Background: an optimization exercise with open tools, aiming at a short achievable clock period and few clock cycles. Do not read the settings as production practice. In this exercise RTL edits were held to simulation tests only and were not proved equivalent to the original. Power and IR drop assume default switching activity.

===== flow/design.v =====
module tau800_alu (
    input  wire [5:0] op,
    input  wire [5:0] s,
    input  wire [5:0] d,
    input  wire       cin,
    output reg  [5:0] res,
    output reg        n,
    output reg        v,
    output reg        z,
    output reg        c,
    output reg        wr_nvz,    
    output reg        wr_c,      
    output reg        skip       
);
    wire [6:0]  add_r  = {1'b0, d} + {1'b0, s} + {6'b0, cin};
    wire [6:0]  sub_r  = {1'b0, d} + {1'b0, ~s} + {6'b0, cin};
    wire [11:0] prod_u = d * s;
    wire signed [11:0] prod_s = $signed({{6{d[5]}}, d}) * $signed({{6{s[5]}}, s});
    always @(*) begin
        res    = 6'd0;
        c      = cin;
        wr_nvz = 1'b1;
        wr_c   = 1'b0;
        skip   = 1'b0;
        case (op)
            6'h01: res = s;                          
            6'h03: res = d;                          
            6'h04: res = s;                          
            6'h10: begin res = add_r[5:0]; c = add_r[6]; wr_c = 1'b1; end   
            6'h11, 6'h20: begin res = sub_r[5:0]; c = sub_r[6]; wr_c = 1'b1; end  
            6'h12: res = prod_u[5:0];                
            6'h13: res = prod_u[11:6];               
            6'h14: res = prod_s[11:6];               
            6'h15: begin if (s == 6'd0) skip = 1'b1; else res = d / s; end  
            6'h16: begin if (s == 6'd0) skip = 1'b1; else res = d % s; end  
            6'h17, 6'h21: res = d & s;               
            6'h18: res = d | s;                      
            6'h19: res = d ^ s;                      
            6'h1a: res = ~d;                         
            6'h1b: begin res = {d[4:0], 1'b0}; c = d[5]; wr_c = 1'b1; end  
            6'h1c, 6'h1d: res = {cin, d[5:1]};       
            6'h1e: res = d + 6'd1;                   
            6'h1f: res = d - 6'd1;                   
            default: wr_nvz = 1'b0;
        endcase
        n = res[5];
        z = (res == 6'd0);
        v = wr_c && (op != 6'h1b) ? (c ^ res[5]) : res[5];
    end
endmodule
module tau800_decode (
    input  wire [5:0] op,
    output reg        known,
    output reg  [2:0] fmt,       
    output reg  [1:0] dst_role   
);
    localparam F_N = 3'd0, F_J = 3'd1, F_R = 3'd2, F_U = 3'd3, F_B = 3'd4;
    localparam RD = 2'd0, WR = 2'd1, RMW = 2'd2;
    always @(*) begin
        known    = 1'b1;
        fmt      = F_N;
        dst_role = RD;
        case (op)
            6'h00, 6'h38, 6'h39, 6'h3e, 6'h3f: fmt = F_N;
            6'h30, 6'h37:                      fmt = F_J;
            6'h31, 6'h32, 6'h33, 6'h34, 6'h35, 6'h36: fmt = F_R;
            6'h03: begin fmt = F_U; dst_role = RD;  end
            6'h04: begin fmt = F_U; dst_role = WR;  end
            6'h1a, 6'h1b, 6'h1c, 6'h1d, 6'h1e, 6'h1f: begin fmt = F_U; dst_role = RMW; end
            6'h01: begin fmt = F_B; dst_role = WR;  end
            6'h10, 6'h11, 6'h12, 6'h13, 6'h14, 6'h15, 6'h16,
            6'h17, 6'h18, 6'h19:               begin fmt = F_B; dst_role = RMW; end
            6'h20, 6'h21:                      begin fmt = F_B; dst_role = RD;  end
            default: known = 1'b0;
        endcase
    end
endmodule
module tau800_core (
    input  wire        clk,
    input  wire        rst,         
    output reg         mem_req,
    output reg         mem_we,
    output reg  [11:0] mem_addr,
    output reg  [5:0]  mem_wdata,
    input  wire        mem_ack,
    input  wire [5:0]  mem_rdata,
    output reg         halted,
    output reg  [2:0]  fault,
    output wire [5:0]  reg_a,
    output wire [5:0]  reg_bh,
    output wire [5:0]  reg_bl,
    output wire [5:0]  reg_ch,
    output wire [5:0]  reg_cl,
    output wire [5:0]  reg_x,
    output wire [11:0] pc_o,
    output wire [11:0] sp_o,
    output wire [3:0]  flags_o      
);
    localparam [11:0] PC_RESET = 12'h080;
    localparam [11:0] SP_RESET = 12'h03F;
    localparam F_N = 3'd0, F_J = 3'd1, F_R = 3'd2, F_U = 3'd3, F_B = 3'd4;
    localparam RD = 2'd0, WR = 2'd1;
    localparam K_REG = 3'd0, K_ABS = 3'd1, K_ABSX = 3'd2, K_IND = 3'd3, K_IMM = 3'd4;
    localparam FLT_OPCODE = 3'd1, FLT_KIND = 3'd2, FLT_IMMDST = 3'd3,
               FLT_TIMM = 3'd4, FLT_REG = 3'd5, FLT_TIME = 3'd6;
    localparam [4:0]
        S_OP    = 5'd0,  S_MODE  = 5'd1,  S_PAY   = 5'd2,  S_T0    = 5'd3,
        S_T1    = 5'd4,  S_PTRLO = 5'd5,  S_PTRHI = 5'd6,  S_VAL   = 5'd7,
        S_POP   = 5'd8,  S_GAP   = 5'd9,  S_WR    = 5'd10, S_J0    = 5'd11,
        S_J1    = 5'd12, S_CAL0  = 5'd13, S_CAL1  = 5'd14, S_RET0  = 5'd15,
        S_RET1  = 5'd16, S_BR    = 5'd17, S_HALT  = 5'd18;
    reg [4:0]  state;
    reg [5:0]  regs [0:5];
    reg [11:0] pc, sp, pc_start;
    reg        fn, fv, fz, fc;
    reg [5:0]  op, opq;             
    reg        pfv;                 
    reg [2:0]  ksrc, kdst;          
    reg        tbit;
    reg [2:0]  mflt;                
    reg        opi;                 
    reg        sub;                 
    reg [5:0]  plo [0:1];           
    reg [11:0] addr [0:1];          
    reg [5:0]  ptrlo;
    reg [2:0]  ridx;                
    reg [5:0]  sval, dval;
    reg        tlo_nz;
    reg [5:0]  jlo, rhi;
    reg [11:0] tgt;
    reg        push;                
    reg        ex_pend;             
    reg        ex_gap;              
    assign reg_a   = regs[0];
    assign reg_bh  = regs[1];
    assign reg_bl  = regs[2];
    assign reg_ch  = regs[3];
    assign reg_cl  = regs[4];
    assign reg_x   = regs[5];
    assign pc_o    = pc;
    assign sp_o    = sp;
    assign flags_o = {fn, fv, fz, fc};
    wire       known;
    wire [2:0] fmt;
    wire [1:0] dst_role;
    tau800_decode u_dec (.op(op), .known(known), .fmt(fmt), .dst_role(dst_role));
    wire is_b   = (fmt == F_B);
    wire is_psh = (op == 6'h03);
    wire is_pop = (op == 6'h04);
    wire is_mov = (op == 6'h01);
    wire is_dm  = (op == 6'h15) || (op == 6'h16);
    wire [5:0] opw = (state == S_WR) ? opq : mem_rdata;
    wire       w_known;
    wire [2:0] w_fmt;
    wire [1:0] w_role;
    tau800_decode u_decw (.op(opw), .known(w_known), .fmt(w_fmt), .dst_role(w_role));
    wire [4:0] code = mem_rdata[4:0];
    reg  [2:0] m_ks, m_kd;
    reg        m_bad;
    always @(*) begin
        m_ks = K_IMM; m_kd = K_IMM; m_bad = 1'b0;
        if (is_b) begin
            m_bad = (code > 5'd24);
            case (code)
                5'd0:  begin m_ks = 3'd0; m_kd = 3'd0; end
                5'd1:  begin m_ks = 3'd1; m_kd = 3'd0; end
                5'd2:  begin m_ks = 3'd2; m_kd = 3'd0; end
                5'd3:  begin m_ks = 3'd3; m_kd = 3'd0; end
                5'd4:  begin m_ks = 3'd4; m_kd = 3'd0; end
                5'd5:  begin m_ks = 3'd0; m_kd = 3'd1; end
                5'd6:  begin m_ks = 3'd1; m_kd = 3'd1; end
                5'd7:  begin m_ks = 3'd2; m_kd = 3'd1; end
                5'd8:  begin m_ks = 3'd3; m_kd = 3'd1; end
                5'd9:  begin m_ks = 3'd4; m_kd = 3'd1; end
                5'd10: begin m_ks = 3'd0; m_kd = 3'd2; end
                5'd11: begin m_ks = 3'd1; m_kd = 3'd2; end
                5'd12: begin m_ks = 3'd2; m_kd = 3'd2; end
                5'd13: begin m_ks = 3'd3; m_kd = 3'd2; end
                5'd14: begin m_ks = 3'd4; m_kd = 3'd2; end
                5'd15: begin m_ks = 3'd0; m_kd = 3'd3; end
                5'd16: begin m_ks = 3'd1; m_kd = 3'd3; end
                5'd17: begin m_ks = 3'd2; m_kd = 3'd3; end
                5'd18: begin m_ks = 3'd3; m_kd = 3'd3; end
                5'd19: begin m_ks = 3'd4; m_kd = 3'd3; end
                5'd20: begin m_ks = 3'd0; m_kd = 3'd4; end
                5'd21: begin m_ks = 3'd1; m_kd = 3'd4; end
                5'd22: begin m_ks = 3'd2; m_kd = 3'd4; end
                5'd23: begin m_ks = 3'd3; m_kd = 3'd4; end
                5'd24: begin m_ks = 3'd4; m_kd = 3'd4; end
                default: ;
            endcase
        end else begin
            m_bad = (code > 5'd4);
            m_kd  = code[2:0];
        end
    end
    wire [2:0] m_flt = m_bad                                   ? FLT_KIND   :
                       (m_kd == K_IMM && dst_role != RD)       ? FLT_IMMDST :
                       (mem_rdata[5] && m_kd == K_IMM &&
                        (!is_b || m_ks == K_IMM))              ? FLT_TIMM   : 3'd0;
    wire src_mem = is_b && (ksrc == K_ABS || ksrc == K_ABSX || ksrc == K_IND);
    wire dst_mem = (kdst == K_ABS || kdst == K_ABSX || kdst == K_IND);
    wire dst_rd  = (dst_role != WR);
    wire dst_acc = dst_mem && (dst_rd || kdst == K_IND);
    wire [5:0] alu_res;
    wire       alu_n, alu_v, alu_z, alu_c, alu_wr_nvz, alu_wr_c, alu_skip;
    tau800_alu u_alu (
        .op(op), .s(sval), .d(dval), .cin(fc),
        .res(alu_res), .n(alu_n), .v(alu_v), .z(alu_z), .c(alu_c),
        .wr_nvz(alu_wr_nvz), .wr_c(alu_wr_c), .skip(alu_skip)
    );
    reg br_taken;
    always @(*) begin
        case (op)
            6'h31:   br_taken = ~fc;
            6'h32:   br_taken =  fc;
            6'h33:   br_taken = ~fz;
            6'h34:   br_taken =  fz;
            6'h35:   br_taken = ~fn;
            6'h36:   br_taken =  fn;
            default: br_taken = 1'b0;
        endcase
    end
    reg [5:0] rsel;
    always @(*) begin
        case (mem_rdata[2:0])
            3'd0: rsel = regs[0];
            3'd1: rsel = regs[1];
            3'd2: rsel = regs[2];
            3'd3: rsel = regs[3];
            3'd4: rsel = regs[4];
            3'd5: rsel = regs[5];
            default: rsel = 6'd0;
        endcase
    end
    wire        xfer   = mem_req && mem_ack;
    wire [11:0] pc1    = pc + 12'd1;
    wire [11:0] sp1    = sp + 12'd1;
    wire [11:0] spm1   = sp - 12'd1;
    wire [6:0]  lox    = {1'b0, plo[opi]} + {1'b0, regs[5]};
    wire [11:0] a_abs  = {mem_rdata, plo[opi]};
    wire [11:0] a_absx = {mem_rdata + {5'd0, lox[6]}, lox[5:0]};
    wire [11:0] a_now  = (((opi ? kdst : ksrc) == K_ABSX) ? a_absx : a_abs);
    wire [11:0] br_tgt = pc1 + {{6{mem_rdata[5]}}, mem_rdata};
    wire [11:0] a_inc  = addr[opi] + 12'd1;
    wire [11:0] ptr_t  = {mem_rdata, ptrlo};
    integer i;
    task start_access(input [11:0] a1n, input [11:0] pcn, input [5:0] vnow, input vsrc);
        begin
            if (src_mem) begin
                opi      <= 1'b0;
                mem_addr <= addr[0];
                state    <= (ksrc == K_IND) ? S_PTRLO : S_VAL;
            end else if (dst_acc) begin
                opi      <= 1'b1;
                mem_addr <= a1n;
                state    <= (kdst == K_IND) ? S_PTRLO : S_VAL;
            end else
                complete(a1n, pcn, vnow, vsrc);
        end
    endtask
    task complete(input [11:0] a1, input [11:0] pcn, input [5:0] vnow, input vsrc);
        begin
            ex_pend <= !is_pop;
            ex_gap  <= 1'b0;
            if (is_pop) begin
                mem_addr <= sp1;
                state    <= S_POP;
            end else if (is_psh) begin
                mem_addr  <= sp;
                mem_we    <= 1'b1;
                mem_wdata <= vnow;
                push      <= 1'b1;
                state     <= S_WR;
            end else if (dst_mem && is_mov) begin
                mem_addr  <= a1;
                mem_we    <= 1'b1;
                mem_wdata <= vsrc ? vnow : sval;
                push      <= 1'b0;
                state     <= S_WR;
            end else if (dst_mem && dst_role != RD && !(is_dm && sval == 6'd0)) begin
                mem_addr <= pcn;
                ex_gap   <= 1'b1;
                state    <= S_GAP;
            end else begin
                mem_addr <= pcn;
                state    <= S_OP;
            end
        end
    endtask
    task do_halt(input [2:0] code_i, input [11:0] at);
        begin
            halted  <= 1'b1;
            fault   <= code_i;
            pc      <= at;
            mem_req <= 1'b0;
            mem_we  <= 1'b0;
            state   <= S_HALT;
        end
    endtask
    task decode_op(input [11:0] pst, input [11:0] pa);
        begin
            op       <= opw;
            pc_start <= pst;
            pc       <= pa;
            mem_addr <= pa;
            if (!w_known)
                do_halt(FLT_OPCODE, pst);
            else begin
                case (w_fmt)
                    F_N: begin
                        case (opw)
                            6'h38: fc <= 1'b0;
                            6'h39: fc <= 1'b1;
                            default: ;
                        endcase
                        if (opw == 6'h3e)
                            do_halt(3'd0, pst);
                        else if (opw == 6'h3f) begin
                            mem_addr <= sp1;
                            state    <= S_RET0;
                        end else
                            state <= S_OP;
                    end
                    F_J:     state <= S_J0;
                    F_R:     state <= S_BR;
                    default: state <= S_MODE;
                endcase
            end
        end
    endtask
    always @(posedge clk) begin
        if (rst) begin
            state    <= S_OP;
            pc       <= PC_RESET;
            sp       <= SP_RESET;
            for (i = 0; i < 6; i = i + 1) regs[i] <= 6'd0;
            fn <= 1'b0; fv <= 1'b0; fz <= 1'b0; fc <= 1'b0;
            halted   <= 1'b0;
            fault    <= 3'd0;
            mem_req  <= 1'b1;
            mem_we   <= 1'b0;
            mem_addr <= PC_RESET;
            ex_pend  <= 1'b0;
            ex_gap   <= 1'b0;
            pfv      <= 1'b0;
        end else begin
            if (ex_pend) begin
                ex_pend <= 1'b0;
                if (!alu_skip) begin
                    if (alu_wr_nvz) begin
                        fn <= alu_n; fv <= alu_v; fz <= alu_z;
                    end
                    if (alu_wr_c) fc <= alu_c;
                    if (kdst == K_REG && dst_role != RD)
                        regs[ridx] <= alu_res;
                    if (ex_gap)
                        mem_wdata <= alu_res;
                end
            end
            case (state)
                S_OP: if (xfer) decode_op(pc, pc1);
                S_MODE: if (xfer) begin
                    ksrc     <= m_ks;
                    kdst     <= m_kd;
                    tbit     <= mem_rdata[5];
                    mflt     <= m_flt;
                    opi      <= !is_b;
                    sub      <= 1'b0;
                    pc       <= pc1;
                    mem_addr <= pc1;
                    state    <= S_PAY;
                end
                S_PAY: if (xfer) begin
                    if (mflt != 3'd0)
                        do_halt(mflt, pc_start);
                    else if ((opi ? kdst : ksrc) == K_REG && mem_rdata > 6'd5)
                        do_halt(FLT_REG, pc_start);
                    else begin
                        pc       <= pc1;
                        mem_addr <= pc1;
                        case (opi ? kdst : ksrc)
                            K_REG, K_IMM: begin
                                if (opi) begin
                                    dval <= ((kdst == K_REG) ? rsel : mem_rdata);
                                    ridx <= mem_rdata[2:0];
                                end else
                                    sval <= ((ksrc == K_REG) ? rsel : mem_rdata);
                            end
                            default: begin
                                if (!sub) plo[opi] <= mem_rdata;
                                else      addr[opi] <= a_now;
                            end
                        endcase
                        if ((opi ? kdst : ksrc) >= K_ABS && (opi ? kdst : ksrc) <= K_IND && !sub)
                            sub <= 1'b1;
                        else if (!opi) begin
                            opi <= 1'b1;
                            sub <= 1'b0;
                        end else if (tbit)
                            state <= S_T0;
                        else
                            start_access(((kdst == K_REG || kdst == K_IMM) ? addr[1] : a_now),
                                         pc1,
                                         ((kdst == K_REG) ? rsel : mem_rdata), 1'b0);
                    end
                end
                S_T0: if (xfer) begin
                    tlo_nz   <= (mem_rdata != 6'd0);
                    pc       <= pc1;
                    mem_addr <= pc1;
                    state    <= S_T1;
                end
                S_T1: if (xfer) begin
                    if (tlo_nz || mem_rdata != 6'd0)
                        do_halt(FLT_TIME, pc_start);
                    else begin
                        pc <= pc1;
                        start_access(addr[1], pc1, dval, 1'b0);
                    end
                end
                S_PTRLO: if (xfer) begin
                    ptrlo    <= mem_rdata;
                    mem_addr <= a_inc;
                    state    <= S_PTRHI;
                end
                S_PTRHI: if (xfer) begin
                    addr[opi] <= ptr_t;
                    if (!opi || dst_rd) begin
                        mem_addr <= ptr_t;
                        state    <= S_VAL;
                    end else
                        complete(ptr_t, pc, dval, 1'b0);
                end
                S_VAL: if (xfer) begin
                    if (!opi) begin
                        sval <= mem_rdata;
                        if (dst_acc) begin
                            opi      <= 1'b1;
                            mem_addr <= addr[1];
                            state    <= (kdst == K_IND) ? S_PTRLO : S_VAL;
                        end else
                            complete(addr[1], pc, mem_rdata, 1'b1);
                    end else begin
                        dval <= mem_rdata;
                        complete(addr[1], pc, mem_rdata, 1'b0);
                    end
                end
                S_POP: if (xfer) begin
                    sp      <= sp1;
                    sval    <= mem_rdata;
                    ex_pend <= 1'b1;
                    ex_gap  <= 1'b0;
                    if (dst_mem) begin
                        mem_addr  <= addr[1];
                        mem_we    <= 1'b1;
                        mem_wdata <= mem_rdata;
                        push      <= 1'b0;
                        state     <= S_WR;
                    end else begin
                        mem_addr <= pc;
                        state    <= S_OP;
                    end
                end
                S_GAP: if (xfer) begin
                    opq      <= mem_rdata;
                    pfv      <= (pc != addr[1]);
                    if (pc != addr[1]) begin
                        pc_start <= pc;
                        pc       <= pc1;
                    end
                    mem_addr <= addr[1];
                    mem_we   <= 1'b1;
                    push     <= 1'b0;
                    state    <= S_WR;
                end
                S_WR: if (xfer) begin
                    mem_we <= 1'b0;
                    pfv    <= 1'b0;
                    if (push) sp <= spm1;
                    if (pfv)
                        decode_op(pc_start, pc);
                    else begin
                        mem_addr <= pc;
                        state    <= S_OP;
                    end
                end
                S_J0: if (xfer) begin
                    jlo      <= mem_rdata;
                    pc       <= pc1;
                    mem_addr <= pc1;
                    state    <= S_J1;
                end
                S_J1: if (xfer) begin
                    if (op == 6'h37) begin
                        tgt       <= {mem_rdata, jlo};
                        pc        <= pc1;
                        mem_addr  <= sp;
                        mem_we    <= 1'b1;
                        mem_wdata <= pc1[5:0];
                        state     <= S_CAL0;
                    end else begin
                        pc       <= {mem_rdata, jlo};
                        mem_addr <= {mem_rdata, jlo};
                        state    <= S_OP;
                    end
                end
                S_CAL0: if (xfer) begin
                    sp        <= spm1;
                    mem_addr  <= spm1;
                    mem_wdata <= pc[11:6];
                    state     <= S_CAL1;
                end
                S_CAL1: if (xfer) begin
                    sp       <= spm1;
                    mem_we   <= 1'b0;
                    pc       <= tgt;
                    mem_addr <= tgt;
                    state    <= S_OP;
                end
                S_RET0: if (xfer) begin
                    rhi      <= mem_rdata;
                    sp       <= sp1;
                    mem_addr <= sp + 12'd2;
                    state    <= S_RET1;
                end
                S_RET1: if (xfer) begin
                    sp       <= sp1;
                    pc       <= {rhi, mem_rdata};
                    mem_addr <= {rhi, mem_rdata};
                    state    <= S_OP;
                end
                S_BR: if (xfer) begin
                    if (br_taken) begin
                        pc       <= br_tgt;
                        mem_addr <= br_tgt;
                    end else begin
                        pc       <= pc1;
                        mem_addr <= pc1;
                    end
                    state <= S_OP;
                end
                default: ;    
            endcase
        end
    end
endmodule

===== flow/run.sh =====
#!/bin/bash
# synth_recipe.tcl (not shown) runs the flow's synth.tcl, then flattens the netlist and writes it again
# the make line also repeats each setting of config.mk as NAME=value (left out here)
make -C /OpenROAD-flow-scripts/flow DESIGN_CONFIG=/design/flow/config.mk WORK_HOME=/design/flow/orfs CLKGATE_MAP_FILE= SYNTH_SCRIPT=/design/flow/synth_recipe.tcl finish

===== flow/config.mk =====
export PLATFORM = sky130hd
export DESIGN_NAME = tau800_core
export DESIGN_NICKNAME = tau800_core
export VERILOG_FILES = /design/flow/design.v
export SDC_FILE = /design/flow/constraint.sdc
export NUM_CORES = 4
export LEC_CHECK = 0
export CAP_MARGIN = 20
export CORE_MARGIN = 2
export CORE_UTILIZATION = 40
export PLACE_DENSITY = 0.6
export SLEW_MARGIN = 20

===== flow/constraint.sdc =====
create_clock -name core_clock -period 12.0 [get_ports {clk}]
set_input_delay 2.4000 -clock core_clock [delete_from_list [all_inputs] [get_ports {clk}]]
set_output_delay 2.4000 -clock core_clock [all_outputs]
set_load 0.01 [all_outputs]

==> summary.txt, run 1 <==
- Compared with the post-synthesis result, the final layout area differs by 12.1%.
- The number of nets in the synthesized netlist is 2,788.
- Counting flops with a built-in enable in the synthesized netlist gives 161.
* Die height: 235 um
* Deepest clock path buffer count: 3
- WP data required: 12.35 ns
* Dominant register cell in the synthesized netlist: edfxtp_1
* First-pass iteration count of the detailed router: 8
- In this run, the number of DRC markers left after iteration 0 of detailed routing was 3,448.
- Sum Neg Setup Slack: 0 ns
* Kind of capture point of the worst setup path: flop
* Width of the die: 235 um
- The worst setup path is of the reg -> reg kind.
- Sequential area share after synthesis: 28.4%
* Standard-cell rows: 84
- Max-cap check violation count: 0
- The total overflow left after global routing is 0.
* Power density of the placed cells: 147 nW/um^2
- Measured against its own limit, the worst slew margin works out to 19.7%.
- Clock-pin slew on the worst setup and hold paths: 0.06 ns
- The worst hold path terminates at halted.
* Crit start category: flop
- Dividing the detail-routed wire length by the instance count gives 31.4 um.
- Synthesis produced a netlist whose cell count is 2,622.
- The number of max-slew violations in the final report was 0.
* Critical-path maximum fanout: 14
* Highest Clock Rate: 0.0972 GHz
- After synthesis the netlist holds a flip-flop and latch count of 221.
- Post-Route Utilization: 45.4%
- Number of buffers created by CTS: 28
* Final hold violations: 0
* Clock latency (worst-skew pair): 0.61 ns
- After synthesis, the share of flip-flops with an asynchronous set or reset is 0%.
* Final setup violating endpoints: 0
- Hold Buf Count CTS: 0
- The cell sitting at the root of the clock tree is a clkbuf_16.
- The first global-routing pass estimated 149,000 um of wire.
- Start point of the worst min-delay path: halted
- Total global-route track usage: 37.2%
- Fill cells in the final layout number 5,276.
- During placement, the flow inserted port buffers numbering 96.
* Outcome: no timing/DRC/antenna violations
* Final worst-path cycle share: 85.7%
- Clock tree skew after final layout: 0.0565 ns
- Number of instances resized during post-cts repair: 0
* TritonCTS clock tree: yes
* Largest net degree at the start of global routing: 43
- IR analysis of the VDD net gives a maximum drop of 0.122 mV.
- For this run, the slowest stage of the critical path takes 0.78 ns.
* Post-CTS setup buffer count: 0
- After detailed routing, the number of remaining DRC violations is 0.
- CP arrival: 10.63 ns
- Final #Nets: 2,801
* Number of warnings printed during yosys synthesis: 3
- Path category of the worst min-delay check: reg -> reg
* Total via count after detailed routing: 22,900
* Share of final-layout standard cells stronger than drive strength 1: 8.17%
- The mapped netlist covers 21,300 sq um.
* Library cell contributing the largest single delay on the critical path: edfxtp_1
- Setup repair after global routing left no endpoint under its margin.
- Slew @ Worst Pin: 1.20 ns
- Overall routed net length: 105,000 um
- Synthesized area per cell: 8.11 sq um
* Worst r2r path cells: 34
* H-tree depth: 1
- In this run the critical register-to-register path is launched from sval[0].
* Static leakage: 8.88 nW
* IO Pins: 97
* Unique cell type count in the Yosys netlist: 101
- Via count of the first global-routing pass: 20,900
- Vias per cell: 6.84
- The worst path needs 10.28 ns of the cycle, external delays included.
- Core area: 52,600 sq um
- Along the worst hold path, the cell count comes to 2.
* GPL Wtd Cong: 1.07
- The die covers 55,000 sq um.
- For this configuration, the core starts out at a cell density of 40.5%.
- The clock net in this run drives a total of 221 sinks.
* Worst reg2reg setup slack: 1.72 ns
* ANT nets after route: 0
- HPWL after DPL: 78,100 um
- The endpoint identified for the worst register-to-register timing path is mem_wdata[1].
- The initial antenna violation count was 5.
## synth_stat cells, drive strengths merged, types with 22 or more instances
cell type    n  area (sq um)
nand4       22           138
nand3       73           365
a31oi       34           213
mux2        24           274
inv        106           398
fa          45           901
o22ai       45           282
nor3        82           438
o211ai      29           218
mux2i       46           464
or3         26           163
a211oi      44           360
a22oi       43           323
nor2       304          1160
a21oi      206          1030
o21ai      190           966
a21o        23           173
a221oi      31           272
buf         51           292
xor2        36           315
clkbuf     142           534
nand2      260           978
ha         112          1400
edfxtp     161          4830
dfxtp       60          1200
xnor2       70           613
## worst max-delay path by stage
stage | start | to | slack [ns] | cells past startpoint
after detailed placement | sval[0] | mem_wdata[1] | 1.93 | 34
after CTS | sval[0] | mem_wdata[3] | 1.93 | 36
after floorplan | sval[2] | mem_wdata[1] | 3.41 | 36
after global routing | sval[0] | mem_wdata[3] | 0.98 | 36
final | sval[0] | mem_wdata[1] | 1.72 | 34
after global placement | sval[3] | mem_wdata[3] | 2.23 | 36
## cells in the final DEF, fill, tap and decap left out, types with 43 or more instances in the layout
master	synthesis	routed
xnor2_1	70	70
o22ai_1	45	45
o21ai_0	180	180
inv_1	105	105
nand3_1	73	73
dfxtp_1	60	60
clkdlybuf4s50_1	0	92
mux2i_1	45	45
edfxtp_1	161	161
nor2_1	301	296
ha_1	112	112
fa_1	45	45
a22oi_1	43	43
buf_4	6	80
nor3_1	79	75
nand2_1	259	259
a21oi_1	205	205
## logic make-up after synthesis
group           synth area share, %
compound gates                 26.3
mux                            3.58
flops                          28.4
buf+inv                        5.83
xor+xnor                       4.37
simple gates                   20.7
fa+ha+maj                      10.8
## state kept, by name, indices dropped and copies added, names as in the netlist, 12 cells and up, named ones only
signal / cells
plo: 12
tgt: 12
mem_addr: 12
regs: 36
pc: 12
pc_start: 12
sp: 12
addr: 24
## power breakdown
group | switching, mW | internal [mW] | leakage, nW
logic | 1.03 | 0.553 | 6.43
clock network | 0.354 | 0.514 | 0.451
registers | 0.163 | 0.898 | 2.00
total | 1.55 | 1.97 | 8.88
## critical path, delay by kind of cell, from the launching register on
family          cells  cell delay (ns)
compound gates     18             4.56
fa+ha+maj           6             2.14
buf+inv             1             0.42
simple gates        6             1.24
flops               1             0.78
mux                 3             0.90
## routing by layer
metal | vias to the layer above | track usage, % | wire (um)
li1 | 9755 | - | -
met1 | 11200 | 53.2 | 43700
met2 | 1652 | 52.6 | 42900
met3 | 286 | 11.4 | 14200
met4 | 6 | 13.2 | 4300
met5 | - | 0 | 41
## area by class of cell
class / instances / area [sq um] / share of cell area (%)
Clock inverter: 16 / 203 / 0.850
Multi-Input combinational cell: 2098 / 14000 / 59.0
Tap cell: 688 / 861 / 3.61
Clock buffer: 35 / 727 / 3.05
Antenna cell: 1 / 2.50 / 0.0105
Inverter: 110 / 413 / 1.73
Sequential cell: 221 / 6040 / 25.3
Timing Repair Buffer: 176 / 1540 / 6.47
## metrics by stage
stage	cell area (sq um)	cells	power (mW)	hold WS, ns	setup WS (ns)
final	23800	3345	3.51	0.447	1.72
after global placement	22900	3293	2.56	0.434	2.23
after detailed placement	22900	3293	2.57	0.440	1.93
after CTS	23800	3344	3.44	0.447	1.93
after floorplan	21300	2622	1.95	0.427	3.41
after global routing	23800	3344	3.62	0.471	0.981
Testbench counts, summed over its fixed seeds: cycles 439,757.
==> inputs of run 2 (changes only) <==
--- a/flow/design.v
+++ b/flow/design.v
@@ -9,30 +9,21 @@
     output reg        z,
     output reg        c,
     output reg        wr_nvz,    
-    output reg        wr_c,      
-    output reg        skip       
+    output reg        wr_c       
 );
-    wire [6:0]  add_r  = {1'b0, d} + {1'b0, s} + {6'b0, cin};
-    wire [6:0]  sub_r  = {1'b0, d} + {1'b0, ~s} + {6'b0, cin};
-    wire [11:0] prod_u = d * s;
-    wire signed [11:0] prod_s = $signed({{6{d[5]}}, d}) * $signed({{6{s[5]}}, s});
+    wire [6:0] add_r = {1'b0, d} + {1'b0, s} + {6'b0, cin};
+    wire [6:0] sub_r = {1'b0, d} + {1'b0, ~s} + {6'b0, cin};
     always @(*) begin
         res    = 6'd0;
         c      = cin;
         wr_nvz = 1'b1;
         wr_c   = 1'b0;
-        skip   = 1'b0;
         case (op)
             6'h01: res = s;                          
             6'h03: res = d;                          
             6'h04: res = s;                          
             6'h10: begin res = add_r[5:0]; c = add_r[6]; wr_c = 1'b1; end   
             6'h11, 6'h20: begin res = sub_r[5:0]; c = sub_r[6]; wr_c = 1'b1; end  
-            6'h12: res = prod_u[5:0];                
-            6'h13: res = prod_u[11:6];               
-            6'h14: res = prod_s[11:6];               
-            6'h15: begin if (s == 6'd0) skip = 1'b1; else res = d / s; end  
-            6'h16: begin if (s == 6'd0) skip = 1'b1; else res = d % s; end  
             6'h17, 6'h21: res = d & s;               
             6'h18: res = d | s;                      
             6'h19: res = d ^ s;                      
@@ -48,6 +39,75 @@
         v = wr_c && (op != 6'h1b) ? (c ^ res[5]) : res[5];
     end
 endmodule
+module tau800_alu_m1 (
+    input  wire [5:0] s,
+    input  wire [5:0] d,
+    output wire [8:0] m0,        
+    output wire [8:0] m1,        
+    output wire [5:0] ncorr,     
+    output wire [2:0] q_hi,      
+    output wire [2:0] r_mid,     
+    output wire [7:0] s3,        
+    output wire [8:0] s5,        
+    output wire [8:0] s7         
+);
+    assign m0    = d * s[2:0];
+    assign m1    = d * s[5:3];
+    assign ncorr = 6'd0 - ((d[5] ? s : 6'd0) + (s[5] ? d : 6'd0));
+    assign s3    = {2'b0, s} + {1'b0, s, 1'b0};
+    assign s5    = {3'b0, s} + {1'b0, s, 2'b0};
+    assign s7    = {s, 3'b0} - {3'b0, s};
+    wire s_lt8 = (s[5:3] == 3'd0) && (s[2:0] != 3'd0);
+    assign q_hi  = s_lt8 ? (d[5:3] / s[2:0]) : 3'd0;
+    assign r_mid = s_lt8 ? (d[5:3] % s[2:0]) : d[5:3];
+endmodule
+module tau800_alu_m2 (
+    input  wire [2:0] sel,       
+    input  wire [5:0] s,
+    input  wire [5:0] d,
+    input  wire [8:0] m0,
+    input  wire [8:0] m1,
+    input  wire [5:0] ncorr,
+    input  wire [2:0] q_hi,
+    input  wire [2:0] r_mid,
+    input  wire [7:0] s3,
+    input  wire [8:0] s5,
+    input  wire [8:0] s7,
+    output reg  [5:0] res
+);
+    wire [11:0] p  = {3'd0, m0} + {m1, 3'd0};
+    wire [11:0] ps = {3'd0, m0} + {m1, 3'd0} + {ncorr, 6'd0};
+    wire [5:0] x = {r_mid, d[2:0]};
+    wire [8:0] mul [1:7];
+    assign mul[1] = {3'b0, s};
+    assign mul[2] = {2'b0, s, 1'b0};
+    assign mul[3] = {1'b0, s3};
+    assign mul[4] = {1'b0, s, 2'b0};
+    assign mul[5] = s5;
+    assign mul[6] = {s3, 1'b0};
+    assign mul[7] = s7;
+    reg [7:0] ge;
+    reg [2:0] q_lo;
+    reg [5:0] rem;
+    integer k;
+    always @(*) begin
+        ge[0] = 1'b1;
+        for (k = 1; k < 8; k = k + 1)
+            ge[k] = ({3'b0, x} >= mul[k]);
+        q_lo = {ge[4], ge[6] | (ge[2] & ~ge[4]),
+                ge[7] | (ge[5] & ~ge[6]) | (ge[3] & ~ge[4]) | (ge[1] & ~ge[2])};
+        rem = x;
+        for (k = 1; k < 8; k = k + 1)
+            if (ge[k]) rem = x - mul[k][5:0];
+        case (sel)
+            3'd0:    res = p[5:0];
+            3'd1:    res = p[11:6];
+            3'd2:    res = ps[11:6];
+            3'd3:    res = {q_hi, q_lo};
+            default: res = rem;
+        endcase
+    end
+endmodule
 module tau800_decode (
     input  wire [5:0] op,
     output reg        known,
@@ -108,7 +168,7 @@
         S_T1    = 5'd4,  S_PTRLO = 5'd5,  S_PTRHI = 5'd6,  S_VAL   = 5'd7,
         S_POP   = 5'd8,  S_GAP   = 5'd9,  S_WR    = 5'd10, S_J0    = 5'd11,
         S_J1    = 5'd12, S_CAL0  = 5'd13, S_CAL1  = 5'd14, S_RET0  = 5'd15,
-        S_RET1  = 5'd16, S_BR    = 5'd17, S_HALT  = 5'd18;
+        S_RET1  = 5'd16, S_BR    = 5'd17, S_HALT  = 5'd18, S_GAP2  = 5'd19;
     reg [4:0]  state;
     reg [5:0]  regs [0:5];
     reg [11:0] pc, sp, pc_start;
@@ -131,6 +191,14 @@
     reg        push;                
     reg        ex_pend;             
     reg        ex_gap;              
+    reg        ex2_pend;            
+    reg        ex2_gap, ex2_wreg;
+    reg [2:0]  ex2_sel;
+    reg [8:0]  ex2_m0, ex2_m1;
+    reg [5:0]  ex2_ncorr;
+    reg [2:0]  ex2_q, ex2_r;
+    reg [7:0]  ex2_s3;
+    reg [8:0]  ex2_s5, ex2_s7;
     assign reg_a   = regs[0];
     assign reg_bh  = regs[1];
     assign reg_bl  = regs[2];
@@ -149,6 +217,7 @@
     wire is_pop = (op == 6'h04);
     wire is_mov = (op == 6'h01);
     wire is_dm  = (op == 6'h15) || (op == 6'h16);
+    wire is_slow = (op >= 6'h12) && (op <= 6'h16);
     wire [5:0] opw = (state == S_WR) ? opq : mem_rdata;
     wire       w_known;
     wire [2:0] w_fmt;
@@ -203,12 +272,24 @@
     wire dst_rd  = (dst_role != WR);
     wire dst_acc = dst_mem && (dst_rd || kdst == K_IND);
     wire [5:0] alu_res;
-    wire       alu_n, alu_v, alu_z, alu_c, alu_wr_nvz, alu_wr_c, alu_skip;
+    wire       alu_n, alu_v, alu_z, alu_c, alu_wr_nvz, alu_wr_c;
     tau800_alu u_alu (
         .op(op), .s(sval), .d(dval), .cin(fc),
         .res(alu_res), .n(alu_n), .v(alu_v), .z(alu_z), .c(alu_c),
-        .wr_nvz(alu_wr_nvz), .wr_c(alu_wr_c), .skip(alu_skip)
+        .wr_nvz(alu_wr_nvz), .wr_c(alu_wr_c)
     );
+    wire [8:0] m1_m0, m1_m1;
+    wire [5:0] m1_ncorr;
+    wire [2:0] m1_q, m1_r;
+    wire [7:0] m1_s3;
+    wire [8:0] m1_s5, m1_s7;
+    tau800_alu_m1 u_m1 (.s(sval), .d(dval), .m0(m1_m0), .m1(m1_m1), .ncorr(m1_ncorr),
+                        .q_hi(m1_q), .r_mid(m1_r), .s3(m1_s3), .s5(m1_s5), .s7(m1_s7));
+    wire [5:0] m2_res;
+    tau800_alu_m2 u_m2 (.sel(ex2_sel), .s(sval), .d(dval), .m0(ex2_m0), .m1(ex2_m1),
+                        .ncorr(ex2_ncorr), .q_hi(ex2_q), .r_mid(ex2_r),
+                        .s3(ex2_s3), .s5(ex2_s5), .s7(ex2_s7), .res(m2_res));
+    wire ex2_skip = (ex2_sel[2] || ex2_sel == 3'd3) && (sval == 6'd0);
     reg br_taken;
     always @(*) begin
         case (op)
@@ -343,11 +424,26 @@
             mem_addr <= PC_RESET;
             ex_pend  <= 1'b0;
             ex_gap   <= 1'b0;
+            ex2_pend <= 1'b0;
             pfv      <= 1'b0;
         end else begin
+            ex2_pend <= 1'b0;
             if (ex_pend) begin
                 ex_pend <= 1'b0;
-                if (!alu_skip) begin
+                if (is_slow) begin
+                    ex2_pend <= 1'b1;
+                    ex2_gap  <= ex_gap;
+                    ex2_wreg <= (kdst == K_REG);
+                    ex2_sel  <= op[2:0] - 3'd2;
+                    ex2_m0   <= m1_m0;
+                    ex2_m1   <= m1_m1;
+                    ex2_ncorr <= m1_ncorr;
+                    ex2_q    <= m1_q;
+                    ex2_r    <= m1_r;
+                    ex2_s3   <= m1_s3;
+                    ex2_s5   <= m1_s5;
+                    ex2_s7   <= m1_s7;
+                end else begin
                     if (alu_wr_nvz) begin
                         fn <= alu_n; fv <= alu_v; fz <= alu_z;
                     end
@@ -358,8 +454,13 @@
                         mem_wdata <= alu_res;
                 end
             end
+            if (ex2_pend && !ex2_skip) begin
+                fn <= m2_res[5]; fv <= m2_res[5]; fz <= (m2_res == 6'd0);
+                if (ex2_wreg) regs[ridx] <= m2_res;
+                if (ex2_gap)  mem_wdata <= m2_res;
+            end
             case (state)
-                S_OP: if (xfer) decode_op(pc, pc1);
+                S_OP: if (xfer && !(ex_pend && is_slow && (!w_known || opw == 6'h3e))) decode_op(pc, pc1);
                 S_MODE: if (xfer) begin
                     ksrc     <= m_ks;
                     kdst     <= m_kd;
@@ -470,9 +571,19 @@
                         pc       <= pc1;
                     end
                     mem_addr <= addr[1];
-                    mem_we   <= 1'b1;
                     push     <= 1'b0;
-                    state    <= S_WR;
+                    if (is_slow) begin
+                        mem_req <= 1'b0;
+                        state   <= S_GAP2;
+                    end else begin
+                        mem_we <= 1'b1;
+                        state  <= S_WR;
+                    end
+                end
+                S_GAP2: begin
+                    mem_req <= 1'b1;
+                    mem_we  <= 1'b1;
+                    state   <= S_WR;
                 end
                 S_WR: if (xfer) begin
                     mem_we <= 1'b0;
@@ -530,7 +641,7 @@
                     mem_addr <= {rhi, mem_rdata};
                     state    <= S_OP;
                 end
-                S_BR: if (xfer) begin
+                S_BR: if (xfer && !ex2_pend) begin
                     if (br_taken) begin
                         pc       <= br_tgt;
                         mem_addr <= br_tgt;
--- a/flow/config.mk
+++ b/flow/config.mk
@@ -9,4 +9,5 @@
 export CORE_MARGIN = 2
 export CORE_UTILIZATION = 40
 export PLACE_DENSITY = 0.6
+export SETUP_SLACK_MARGIN = 5
 export SLEW_MARGIN = 20
==> run 2 against run 1 <==
Net effect:
- still clean
- cell area grew 20%
- flip-flop and latch count rose by 59
- wire length is 17% higher
- clock power grew 32%
- die area rose by 19%
- power increased by 25%
- register-to-register slack improved by 4.7 ns
- critical path type is now in -> reg
- largest cell class unchanged
==> summary.txt, run 2 <==
- The flow ran to the end and the layout has no timing, DRC or antenna violations.
* Slew @ Worst Pin: 1.23 ns (+0.0298 ns)
- Cell breakdown of the critical path: clkdlybuf4s50_1 > buf_4 > nand3_1 > nor3_1 > a22oi_1 > a31oi_2 > buf_4 > nand2_1 > nor2_1 > nor3_1 > a211oi_1 > o32ai_1
- Global-route wire length before repair: 177,000 um (+19%)
* Number of warnings printed during yosys synthesis: 4 (+1)
* Kind of critical path: in -> reg
* Overflow left after global routing: 0 (unchanged)
- Leading cell type in the layout, fill and taps excluded: nor2_1
- Fillcell total: 6,225 (+18%)
- The data arrival at the endpoint of the critical path is 7.23 ns (-3.40 ns).
- The number of buffers and inverters on the critical path was 3 (+2).
- Post-route minimum period: 6.78 ns (-3.50 ns)
- Most frequent cells in the layout: 274 x nor2_1, 249 x nand2_1, 233 x a21oi_1, 226 x o21ai_0, 219 x edfxtp_1
* Internal cell power: 2.43 mW (+24%)
* Switching pwr: 1.95 mW (+26%)
* Comb power frac: 45.5% (+0.5 points)
* Vias per cell: 6.85 (+0.10%)
- The maximum number of pins on one net before global-route repair was 59 (+37%).
- The total negative slack for setup checks came to 0 ns (unchanged).
- The final estimated routing congestion in global placement came to 1.02 (-5.0%).
* Share of synthesized registers carrying an async set or reset: 0% (unchanged)
- WP data required: 12.45 ns (+0.10 ns)
- Longest individual stage delay on the worst path: 0.79 ns (about the same)
* Post-CTS setup buffer count: 0 (unchanged)
- The area occupied by registers came to 7800 sq um (+29%).
- The total of cells resized after clock tree synthesis came to 0 (unchanged).
- H-tree depth: 2 (+1)
- Hold WS: 0.453 ns (+0.00584 ns)
* Post-route worst setup slack: 5.22 ns (+3.50 ns)
- In this run the clock root is driven by a clkbuf_16.
- The net count of the finished layout was 3,266 (+17%).
- In this design, the largest share of critical-path delay is due to simple AND/OR/NAND/NOR gates.
- Place WS: 5.03 ns (+3.10 ns)
* Die height: 256 um (+9.0%)
- Cell count after synthesis: 3,029 (+16%)
* Power density of the placed cells: 153 nW/um^2 (+3.9%)
* Top reg by flops: regs
- Final setup violating endpoints: 0 (unchanged)
* Area overhead of the layout relative to synthesis: 13.0%
- Reg power frac: 28.2% (-2.0 points)
* Sequential area share after synthesis: 30.8% (+2.4 points)
- Most frequent cell after synthesis: nor2_1
- Setup repair after global routing left no endpoint under its margin.
- The area of the die came to 65,300 sq um (+19%).
- The buffer depth of the longest clock path is 3 (unchanged).
- By count the netlist is led by 278 x nor2_1, 249 x nand2_1, 234 x a21oi_1, 226 x o21ai_0, 219 x edfxtp_1.
- Top cells by area in the synthesized netlist: edfxtp_1 26%, ha_1 7.6%, dfxtp_1 4.8%, a21oi_1 4.6%, o21ai_0 4.5%
- The fmax came to 0.147 GHz (+52%).
* EDFF count, synth: 219 (+36%)
- TritonCTS clock tree: yes
- The fraction of layout cells with a size suffix above 1 is 8.32% (+0.15 points).
- The count of pins on the block boundary came to 97 (unchanged).
* Unique cell type count in the Yosys netlist: 109 (+7.9%)
- STA classifies the critical path endpoint as a flop.
- The residual antenna-violating net count after detailed routing is 0 (unchanged).
* Initial Utilization: 40.3% (-0.16 points)
* Synthesized area per cell: 8.36 sq um (+3.1%)
- Clock latency (worst-skew pair): 0.61 ns (about the same)
- The average wire per standard cell was 31.2 um (-0.52%).
- The worst hold path belongs to the class reg -> reg.
- Synthesized netlist net count: 3,221 (+16%)
- The multi-input combinational cell area is 16,300 sq um (+16%).
- Max-slew headroom at the worst pin: 18.0% (-1.7 points)
- Max-cap check violation count: 0 (unchanged)
- Dominant register cell in the synthesized netlist: edfxtp_1
* Antenna violations before repair: 7 (+2)
* Static leakage: 10.6 nW (+19%)
- Critical-path maximum fanout: 31 (+17)
- Clock-pin slew on the worst setup and hold paths: 0.06 ns (about the same)
* Clock sink count: 280 (+27%)
- Final worst-path cycle share: 56.5% (-29 points)
- Post-Route Utilization: 45.5% (+0.19 points)
* Leading area contributor after synthesis: edfxtp_1
* Power Total: 4.38 mW (+25%)
* DRC errors left: 0 (unchanged)
- On the critical path, the stage with the largest delay is an instance of nor3_1.
- Via count of the first global-routing pass: 25,500 (+22%)
* Iteration-0 DRC Markers: 3,849 (+12%)
- Core area: 62,900 sq um (+20%)
- The iteration count of the initial detailed-routing pass is 8 (unchanged).
* Overall routed net length: 123,000 um (+17%)
* Flop and latch count out of synthesis: 280 (+27%)
* Final hold violations: 0 (unchanged)
- Area share of the largest cell type after synthesis: 26.0% (+3.2 points)
- Hold Buf Count CTS: 0 (unchanged)
- Largest register FFs: 36 (unchanged)
* Number of buffers created by CTS: 37 (+32%)
- The largest registers in the layout are regs (36), addr (24).
- STA classifies the critical path startpoint as an input pin.
- Standard-cell rows: 92 (+9.5%)
* HPWL after DPL: 91,700 um (+17%)
- Total global-route track usage: 36.3% (-0.93 points)
* Relative contribution of the clock network to total power: 26.3% (+1.6 points)
* Width of the die: 256 um (+9.0%)
- Total via count after detailed routing: 27,000 (+18%)
- Sw Ratio: 44.5% (+0.44 points)
- The number of buffer cells added on primary ports was 96 (unchanged).
* Max-slew violation count: 0 (unchanged)
- Clock tree skew after final layout: 0.0456 ns (-0.0110 ns)
- Synthesized cell area: 25,300 sq um (+19%)
- IR Drop Worst-Case VDD: 0.134 mV (+9.8%)
-- run 2: cell count changes in the layout (fill, tap and decap cells not counted), sizes merged, moves of 18 or more --
cell    previous run  this run
inv              106       146
ha               112       154
edfxtp           161       219
nand3             73       101
nor2             304       280
nor4              21        39
a21o              23        43
a21oi            206       236
buf               84       103
nor3              82       107
o21ai            190       233
-- run 2: power by group through the flow --
stage	logic, mW	clock network, mW	registers [mW]
detailed placement	1.90	0	1.25
global route	2.07	1.20	1.24
global placement	1.89	0	1.25
floorplan	1.17	0	1.21
finish	1.99	1.15	1.24
CTS	1.91	1.16	1.23
-- run 2: worst register-to-register path: stages (launching register included) --
cell and delay [ns]:
dfxtp_1 0.30, buf_4 0.27, nor2_2 0.74, nand2_2 0.59, a21boi_1 0.65, ha_1 0.31, nand2_1 0.06, nor3_1 0.19
o311ai_2 0.20, a31oi_2 0.23, buf_4 0.34, nand2_1 0.33, nor2_1 0.19, nor3_1 0.12, a211oi_1 0.70, o32ai_1 0.20
-- run 2: kinds of logic after synthesis --
| family | Yosys count | share of synthesized area, % |
|---|---|---|
| fa+ha+maj | 185 | 9.98 |
| compound gates | 1008 | 26.7 |
| buf+inv | 341 | 5.37 |
| simple gates | 1020 | 19.8 |
| mux | 64 | 2.84 |
| flops | 280 | 30.8 |
| xor+xnor | 131 | 4.53 |
-- run 2: layout make-up --
cell class / count / share of cell area, %
flip-flops and latches: 280 / 27.2
clock inverters: 19 / 0.791
diodes: 1 / 0.00874
repair buffers: 196 / 5.94
well taps: 846 / 3.70
multi-input cells: 2408 / 56.8
inverters: 151 / 1.98
clock buffers: 46 / 3.53
-- run 2: worst paths after layout --
check	from	endpoint	slack [ns]	cells past startpoint
setup / recovery	mem_rdata[4]	mem_addr[5]	5.22	12
setup reg to reg	state[0]	mem_addr[5]	6.46	15
hold reg to reg	halted	halted	0.45	2
hold / removal	halted	halted	0.45	2
-- run 2: per-stage QoR --
stage               instance area, sq um  instances
floorplan                          25300       3029
detailed placement                 27400       3879
finish                             28600       3947
global route                       28600       3946
CTS                                28600       3944
global placement                   27300       3878
-- run 2: per-layer routing --
| layer | track usage (%) | vias to the layer above | share of wire (%) |
|---|---|---|---|
| li1 | - | 11500 | - |
| met1 | 49.1 | 13200 | 41 |
| met2 | 54.7 | 1852 | 43 |
| met3 | 8.84 | 404 | 11 |
| met4 | 16.6 | 10 | 5.2 |
| met5 | 0 | - | 0.058 |
Testbench counts of run 2, summed over its fixed seeds: cycles 443,160.
==> inputs of run 3 (changes only) <==
--- a/flow/design.v
+++ b/flow/design.v
@@ -168,7 +168,7 @@
         S_T1    = 5'd4,  S_PTRLO = 5'd5,  S_PTRHI = 5'd6,  S_VAL   = 5'd7,
         S_POP   = 5'd8,  S_GAP   = 5'd9,  S_WR    = 5'd10, S_J0    = 5'd11,
         S_J1    = 5'd12, S_CAL0  = 5'd13, S_CAL1  = 5'd14, S_RET0  = 5'd15,
-        S_RET1  = 5'd16, S_BR    = 5'd17, S_HALT  = 5'd18, S_GAP2  = 5'd19;
+        S_RET1  = 5'd16, S_BR    = 5'd17, S_HALT  = 5'd18, S_GAP2  = 5'd19, S_HALTING = 5'd20;
     reg [4:0]  state;
     reg [5:0]  regs [0:5];
     reg [11:0] pc, sp, pc_start;
@@ -180,7 +180,8 @@
     reg [2:0]  mflt;                
     reg        opi;                 
     reg        sub;                 
-    reg [5:0]  plo [0:1];           
+    reg [5:0]  plo;                 
+    reg [2:0]  hflt;                
     reg [11:0] addr [0:1];          
     reg [5:0]  ptrlo;
     reg [2:0]  ridx;                
@@ -318,8 +319,8 @@
     wire [11:0] pc1    = pc + 12'd1;
     wire [11:0] sp1    = sp + 12'd1;
     wire [11:0] spm1   = sp - 12'd1;
-    wire [6:0]  lox    = {1'b0, plo[opi]} + {1'b0, regs[5]};
-    wire [11:0] a_abs  = {mem_rdata, plo[opi]};
+    wire [6:0]  lox    = {1'b0, plo} + {1'b0, regs[5]};
+    wire [11:0] a_abs  = {mem_rdata, plo};
     wire [11:0] a_absx = {mem_rdata + {5'd0, lox[6]}, lox[5:0]};
     wire [11:0] a_now  = (((opi ? kdst : ksrc) == K_ABSX) ? a_absx : a_abs);
     wire [11:0] br_tgt = pc1 + {{6{mem_rdata[5]}}, mem_rdata};
@@ -385,9 +386,10 @@
             pc_start <= pst;
             pc       <= pa;
             mem_addr <= pa;
-            if (!w_known)
-                do_halt(FLT_OPCODE, pst);
-            else begin
+            if (!w_known) begin
+                hflt  <= FLT_OPCODE;
+                state <= S_HALTING;
+            end else begin
                 case (w_fmt)
                     F_N: begin
                         case (opw)
@@ -395,9 +397,10 @@
                             6'h39: fc <= 1'b1;
                             default: ;
                         endcase
-                        if (opw == 6'h3e)
-                            do_halt(3'd0, pst);
-                        else if (opw == 6'h3f) begin
+                        if (opw == 6'h3e) begin
+                            hflt  <= 3'd0;
+                            state <= S_HALTING;
+                        end else if (opw == 6'h3f) begin
                             mem_addr <= sp1;
                             state    <= S_RET0;
                         end else
@@ -460,7 +463,8 @@
                 if (ex2_gap)  mem_wdata <= m2_res;
             end
             case (state)
-                S_OP: if (xfer && !(ex_pend && is_slow && (!w_known || opw == 6'h3e))) decode_op(pc, pc1);
+                S_OP: if (xfer) decode_op(pc, pc1);
+                S_HALTING: if (xfer) do_halt(hflt, pc_start);
                 S_MODE: if (xfer) begin
                     ksrc     <= m_ks;
                     kdst     <= m_kd;
@@ -489,7 +493,7 @@
                                     sval <= ((ksrc == K_REG) ? rsel : mem_rdata);
                             end
                             default: begin
-                                if (!sub) plo[opi] <= mem_rdata;
+                                if (!sub) plo <= mem_rdata;
                                 else      addr[opi] <= a_now;
                             end
                         endcase
==> flow/flow/run.sh (new file) <==
#!/bin/bash
set -euo pipefail
bash standard.sh SETUP_SLACK_MARGIN=7 finish > flow_make.log 2>&1
==> flow/standard.sh (new file) <==
#!/bin/bash
# synth_recipe.tcl (not shown) runs the flow's synth.tcl, then flattens the netlist and writes it again
# the make line also repeats each setting of config.mk as NAME=value (left out here)
make -C /OpenROAD-flow-scripts/flow DESIGN_CONFIG=/design/flow/config.mk WORK_HOME=/design/flow/orfs CLKGATE_MAP_FILE= SYNTH_SCRIPT=/design/flow/synth_recipe.tcl "${@:-finish}"
--- a/flow/config.mk
+++ b/flow/config.mk
@@ -7,7 +7,6 @@
 export LEC_CHECK = 0
 export CAP_MARGIN = 20
 export CORE_MARGIN = 2
-export CORE_UTILIZATION = 40
-export PLACE_DENSITY = 0.6
-export SETUP_SLACK_MARGIN = 5
+export CORE_UTILIZATION = 50
+export PLACE_DENSITY = 0.65
 export SLEW_MARGIN = 20
removed: flow/run.sh
==> run 3 against run 2 <==
Net effect:
- still clean on timing, DRC and antenna
- non-clock buffer count up 23
- cell count shrank 5.2%
- count of clock-buffer cells in the layout is 1 lower
- critical path depth is 4 lower
- via count down 0.28%
- combinational power is 32% higher
- worst hold slack better by 0.0085 ns
- area after synthesis fell by 2.3%
- clock power is essentially flat
- register-to-register slack improved by 0.61 ns
- power is 17% higher
- first-iteration DRC count rose by 4.5%
- largest cell class unchanged
- highest routed layer unchanged
==> summary.txt, run 3 <==
- In the final layout, the registers with the most flip-flops are regs (36), addr (24).
- Cell depth of the worst min-delay path: 0 (-2)
* Clk Tree Root Cell: clkbuf_16
- Total global-route track usage: 45.5% (+9.1 points)
* CP arrival: 5.34 ns (-1.89 ns)
* Post-route minimum period: 5.04 ns (-1.74 ns)
- Standard-cell rows: 81 (-12%)
* Largest net degree at the start of global routing: 59 (unchanged)
- Most frequent cells after synthesis: 326 x nor2_1, 263 x a21oi_1, 238 x nand2_1, 216 x edfxtp_1, 212 x o21ai_0
- The area of the die is 51,300 sq um (-22%).
- The number of library cell types mapped by synthesis was 102 (-6.4%).
* Final hold violations: 0 (unchanged)
* Core area: 48,800 sq um (-22%)
- Sequential area share after synthesis: 31.1% (+0.36 points)
- The clock latency reported for the late side of the worst-skew pair came to 0.57 ns (-0.04 ns).
- Antenna violations before repair: 4 (-3)
- Most frequent cells in the layout: 317 x nor2_1, 257 x a21oi_1, 233 x nand2_1, 216 x edfxtp_1, 207 x o21ai_0
- The average wire per standard cell was 31.8 um (+1.6%).
* EDFF count, synth: 216 (-1.4%)
- The worst setup path is of the in -> reg kind.
* Share of the synthesized netlist area taken by xor and xnor gates: 4.85% (+0.32 points)
- Most frequent cell after synthesis: nor2_1
* Highest Clock Rate: 0.198 GHz (+34%)
- The run finished with no timing, DRC or antenna violations.
- The count of pins on the block boundary came to 97 (unchanged).
- Simple-gate portion of the synthesized area: 18.5% (-1.2 points)
* Critical-path maximum fanout: 44 (+42%)
* Share of final-layout standard cells stronger than drive strength 1: 10.0% (+1.7 points)
* Width of the die: 226 um (-11%)
- GPL Wtd Cong: 1.06 (+4.5%)
- TritonCTS clock tree: yes
* Vias per cell: 7.20 (+5.2%)
* Port Buffer Count: 96 (unchanged)
* Final #Nets: 3,242 (-0.73%)
- Overall routed net length: 119,000 um (-3.7%)
- Initial Utilization: 50.7% (+10 points)
* Post-Synth Adder-Cell Area: 10.0% (+0.063 points)
- Slew @ Worst Pin: 1.28 ns (+0.0544 ns)
- Start point of the worst min-delay path: jlo[0]
* DRC errors left: 0 (unchanged)
* WP data required: 12.30 ns (-0.15 ns)
- STA classifies the critical path endpoint as a flop.
* Leading area contributor after synthesis: edfxtp_1
* Final worst-path cycle share: 42.0% (-14 points)
- Via count of the first global-routing pass: 25,000 (-1.9%)
- First-pass iteration count of the detailed router: 10 (+2)
- The buffer depth of the longest clock path was 3 (unchanged).
- The post-synthesis compound-gate area fraction is 26.8% (+0.074 points).
- Worst r2r path cells: 14 (-1)
- Static leakage: 10.7 nW (+0.77%)
- HPWL after DPL: 85,200 um (-7.0%)
- Flop and latch count out of synthesis: 277 (-1.1%)
- IR Drop Worst-Case VDD: 0.142 mV (+6.6%)
- Overflow left after global routing: 0 (unchanged)
* Clock-pin slew on the worst setup and hold paths: 0.06 ns (about the same)
* Largest register FFs: 36 (unchanged)
- The total negative slack for setup checks was 0 ns (unchanged).
* Crit start category: input pin
- The final number of setup-violating endpoints is 0 (unchanged).
- The area growth from synthesis to layout is 15.1%.
- ANT nets after route: 0 (unchanged)
- The number of nets produced by synthesis came to 3,186 (-1.1%).
* Path category of the worst min-delay check: reg -> reg
- The level count of the clock H-tree came to 2 (unchanged).
* Dominant register cell in the synthesized netlist: edfxtp_1
- The startpoint identified for the worst register-to-register timing path is pc[0].
- The clock skew is 0.0193 ns (-0.0263 ns).
* Total via count after detailed routing: 26,900 (-0.28%)
- Number of warnings printed during yosys synthesis: 4 (unchanged)
* Top cells by area in the synthesized netlist: edfxtp_1 26%, ha_1 7.7%, a21oi_1 5.3%, nor2_1 4.9%, dfxtp_1 4.9%
- Leaving out fill and tap cells, the most frequent cell in the layout is nor2_1.
- The overall power of the completed layout came to 5.12 mW (+17%).
- The share of cell area taken by muxes after synthesis was 2.86% (+0.016 points).
* Global-route wire length before repair: 171,000 um (-3.7%)
* Top reg by flops: regs
* Unrepaired setup endpoints after global routing: yes
- Worst reg2reg setup slack: 7.07 ns (+0.61 ns)
* Synthesized area per cell: 8.26 sq um (-1.2%)
- The post-synthesis cell count was 2,996 (-1.1%).
- In this run the critical register-to-register path is captured at pc[11].
- Dominant combinational cell family by area after synthesis: compound AO/OA/AOI/OAI gates
- Synthesized cell area: 24,700 sq um (-2.3%)
* Max-slew violation count: 0 (unchanged)
- Iteration-0 DRC Markers: 4,022 (+4.5%)
* Area share of the largest cell type after synthesis: 26.2% (+0.25 points)
- Hold WS: 0.461 ns (+0.00851 ns)
* Number of buffers created by CTS: 35 (-5.4%)
- Max-cap check violation count: 0 (unchanged)
- Die height: 226 um (-11%)
- The number of sinks on the clock net came to 277 (-1.1%).
- The path with the worst hold slack has its endpoint at tgt[0].
- Share of synthesized registers carrying an async set or reset: 0% (unchanged)
* Ant. Diodes: 0 (-1)
* Max-slew headroom at the worst pin: 14.3% (-3.7 points)
- Power density of the placed cells: 180 nW/um^2 (+17%)
[run 3: what timing repair did]
action | CTS | global route
gates cloned | 4 | 2
pin swaps | 6 | 9
hold buffers | 0 | 0
gates resized for setup | 61 | 41
endpoints found under the setup margin | 84 | 48
buffers inserted | 20 | 6
[run 3: worst max path at each step]
stage,from,end,slack [ns],depth (start not counted)
floorplan,mem_rdata[1],mem_wdata[1],7.01,14
global placement,mem_rdata[1],mem_wdata[2],5.76,14
detailed placement,mem_rdata[1],mem_wdata[2],5.62,14
CTS,mem_rdata[3],mem_wdata[2],6.91,13
global route,dval[0],mem_wdata[0],6.93,16
finish,rst,addr[1][6],6.96,8
[run 3: layer usage]
metal,up-vias,track usage (%),wire [um]
li1,11300,-,-
met1,12800,59.4,45000
met2,2247,64.7,47900
met3,518,18.5,18300
met4,8,22.4,7520
met5,-,0.978,103
[run 3: area by class of cell]
| type | instances | area, sq um |
|---|---|---|
| flip-flops and latches | 277 | 7710 |
| clock buffers | 45 | 955 |
| repair buffers | 219 | 2090 |
| multi-input cells | 2360 | 16000 |
| inverters | 159 | 618 |
| fillers | 4358 | 20400 |
| clock inverters | 17 | 293 |
| well taps | 664 | 831 |
[run 3: logic make-up (layout without fill, tap and decap cells)]
family | count (synthesis) | after routing
and+or+nand+nor | 966 | 966
adders and majority gates | 182 | 182
AOI/OAI and AO/OA | 1015 | 1015
xor gates and xnor gates | 137 | 137
muxes | 60 | 60
DFF | 277 | 277
buffers and inverters | 359 | 440
[run 3: critical path, cell delays in order]
cell	delay (ns)
buf_2	0.10
buf_4	0.33
inv_1	0.14
buf_4	0.60
nand2_2	0.43
nor2_1	0.58
or2_2	0.29
mux2_2	0.39
[run 3: report_power, final]
group	total [mW]	internal (mW)	switching [mW]
sequential	1.31	1.15	0.165
combinational	2.63	0.921	1.71
clock	1.18	0.719	0.465
total	5.12	2.79	2.34
[run 3: through the flow]
step / instance area, sq um / utilization (%) / cells / worst slack [ns]
2_1_floorplan: 24800 / - / 2996 / 7.01
3_3_place_gp: 26500 / 54.2 / 3647 / 5.76
3_5_place_dp: 26500 / 54.2 / 3647 / 5.62
4_1_cts: 28200 / 57.8 / 3733 / 6.91
5_1_grt: 28500 / 58.3 / 3741 / 6.93
6_report: 28500 / 58.3 / 3741 / 6.96
Testbench counts of run 3, summed over its fixed seeds: cycles 443,452.

## separate check: timing with driven ports
How much do the figures lean on ideal ports? The routed layouts below were timed once more, with nothing changed but the port constraints. Step 1 sets driving cells, clkbuf_16 on the clock port and buf_2 on the other inputs (assumed; they add their load-dependent delay and slew). Step 2 times the ports against the registers' clock, not the clock port: input delays grow and output delays shrink by t, the midpoint of the rising clock arrivals with the driver on. a / b / c = ideal / step 1 / step 2; a / b = the first two.
run | t, ns | slack for setup (ns) | slew at the worst register clock pin (ns) | pins driven straight from the clock port
run 1 | 0.645 | 1.715 / 1.715 / 1.715 | 0.07 / 0.07 | 1
run 2 | 0.655 | 5.219 / 5.261 / 4.606 | 0.07 / 0.07 | 1
run 3 | 0.624 | 6.956 / 7.001 / 6.377 | 0.07 / 0.07 | 1
After both steps every run listed still meets setup and hold. For run 2, which loses most, drivers alone change the setup slack by +0.042 ns; drivers and shift together by -0.613 ns.
